What follows belongs to an exercise in optimizing a design on an open flow for small area, a short achievable clock period and few clock cycles; a production flow would make more cautious choices.
Only simulation tests tie the RTL to the original design; equivalence was not proved.

==> flow/design.v (excerpt) <==
module bh83_b83codec (
    input  wire        clk,
    input  wire        rst_n,       
    input  wire        start,
    input  wire        op,          
    input  wire [3:0]  len,         
    input  wire [63:0] value,       
    input  wire [79:0] chars_in,    
    output wire        ready,
    output reg         done,
    output reg  [3:0]  err_code,    
    output wire [15:0] err_info,
    output wire [63:0] res,         
    output wire [79:0] chars_out    
);
Size: roughly 2700 cells after synthesis, roughly 190 flip-flops, roughly 20000 um^2 of cells after synthesis.
clock: 80.0 ns
lec_check: 0
abc_area: 1
cap_margin: 20
core_margin: 2
core_utilization: 55
slew_margin: 20
standard.sh (not shown) runs the stock make flow with config.mk's settings and CLKGATE_MAP_FILE= SYNTH_SCRIPT=/design/flow/synth_recipe.tcl, a recipe that flattens the netlist after the stock synthesis.
==> flow/flow/run.sh <==
#!/bin/bash
set -euo pipefail
export BUFFER_PORTS_ARGS="-buffer_cell sky130_fd_sc_hd__buf_1"
export SETUP_SLACK_MARGIN=62
bash standard.sh > standard_flow.log 2>&1
Testbench counts at the start, summed over its fixed seeds: cycles 8,677.
Next try:
--- a/flow/design.v
+++ b/flow/design.v
@@ -51,41 +51,42 @@
             endcase
             alpha = (d >= 7'd62) ? sp : ({1'b0, d} + k);
         end
     endfunction
     function [7:0] digit_of_r;
         input [7:0] b;
-        reg [7:0] k;
-        reg       inr;
         begin
-            if (b >= 8'h30 && b <= 8'h39)      begin k = 8'd48; inr = 1'b1; end
-            else if (b >= 8'h41 && b <= 8'h5A) begin k = 8'd55; inr = 1'b1; end
-            else if (b >= 8'h61 && b <= 8'h7A) begin k = 8'd61; inr = 1'b1; end
-            else                               begin k = 8'd0;  inr = 1'b0; end
-            digit_of_r = inr ? (b - k) :
-                (b == 8'h23) ? 8'd62 :
-                (b == 8'h24) ? 8'd63 :
-                (b == 8'h25) ? 8'd64 :
-                (b == 8'h2a) ? 8'd65 :
-                (b == 8'h2b) ? 8'd66 :
-                (b == 8'h2c) ? 8'd67 :
-                (b == 8'h2d) ? 8'd68 :
-                (b == 8'h2e) ? 8'd69 :
-                (b == 8'h3a) ? 8'd70 :
-                (b == 8'h3b) ? 8'd71 :
-                (b == 8'h3d) ? 8'd72 :
-                (b == 8'h3f) ? 8'd73 :
-                (b == 8'h40) ? 8'd74 :
-                (b == 8'h5b) ? 8'd75 :
-                (b == 8'h5d) ? 8'd76 :
-                (b == 8'h5e) ? 8'd77 :
-                (b == 8'h5f) ? 8'd78 :
-                (b == 8'h7b) ? 8'd79 :
-                (b == 8'h7c) ? 8'd80 :
-                (b == 8'h7d) ? 8'd81 :
-                (b == 8'h7e) ? 8'd82 : 8'h80;
+            if (b >= 8'h30 && b <= 8'h39)      digit_of_r = b - 8'h30;
+            else if (b >= 8'h41 && b <= 8'h5A) digit_of_r = b - 8'h41 + 8'd10;
+            else if (b >= 8'h61 && b <= 8'h7A) digit_of_r = b - 8'h61 + 8'd36;
+            else begin
+                case (b)
+                    8'h23: digit_of_r = 8'd62;
+                    8'h24: digit_of_r = 8'd63;
+                    8'h25: digit_of_r = 8'd64;
+                    8'h2A: digit_of_r = 8'd65;
+                    8'h2B: digit_of_r = 8'd66;
+                    8'h2C: digit_of_r = 8'd67;
+                    8'h2D: digit_of_r = 8'd68;
+                    8'h2E: digit_of_r = 8'd69;
+                    8'h3A: digit_of_r = 8'd70;
+                    8'h3B: digit_of_r = 8'd71;
+                    8'h3D: digit_of_r = 8'd72;
+                    8'h3F: digit_of_r = 8'd73;
+                    8'h40: digit_of_r = 8'd74;
+                    8'h5B: digit_of_r = 8'd75;
+                    8'h5D: digit_of_r = 8'd76;
+                    8'h5E: digit_of_r = 8'd77;
+                    8'h5F: digit_of_r = 8'd78;
+                    8'h7B: digit_of_r = 8'd79;
+                    8'h7C: digit_of_r = 8'd80;
+                    8'h7D: digit_of_r = 8'd81;
+                    8'h7E: digit_of_r = 8'd82;
+                    default: digit_of_r = 8'h80;
+                endcase
+            end
         end
     endfunction
     function [7:0] digit_of;
         input [7:0] b;
         begin
             case (b)
The new run passed the timing, DRC and antenna checks.
Hold slack is worse by 6.7 ps.
Global-route usage stays flat.
Final cell count rose by 1.5%.
Routed wire length fell by 0.91%.
Cell area rose by 0.93%.
Sequential share of layout area fell by 0.23 points.
Clock skew rose by 4.8 ps.
Die area rose by 0.82%.
Testbench counts after the change, summed over its fixed seeds: cycles 8,677.

static timing again, ports no longer ideal:
Ports are ideal in the flow. The routed layouts listed here were re-timed in OpenROAD.
Step 1, drivers: a clkbuf_16 drives clk and a buf_2 each remaining input, both assumed.
Step 2 also shifts input and output timing later by t, the mid clock arrival at the registers, as if the neighbouring blocks saw the same clock.
a / b / c = no drivers / after step 1 / after step 2; a / b = the first two.
| run | t (ns) | slack for setup (ns) | worst register clock-pin slew, ns | pins driven straight from the clock port |
|---|---|---|---|---|
| the first run | 0.497 | 62.839 / 62.786 / 62.413 | 0.08 / 0.08 | 1 |
| the second run | 0.503 | 62.700 / 62.730 / 62.227 | 0.09 / 0.09 | 1 |
After both steps setup and hold are still met in every run listed. For the second run, which loses most, drivers alone change the setup slack by +0.030 ns; drivers and shift together by -0.473 ns.
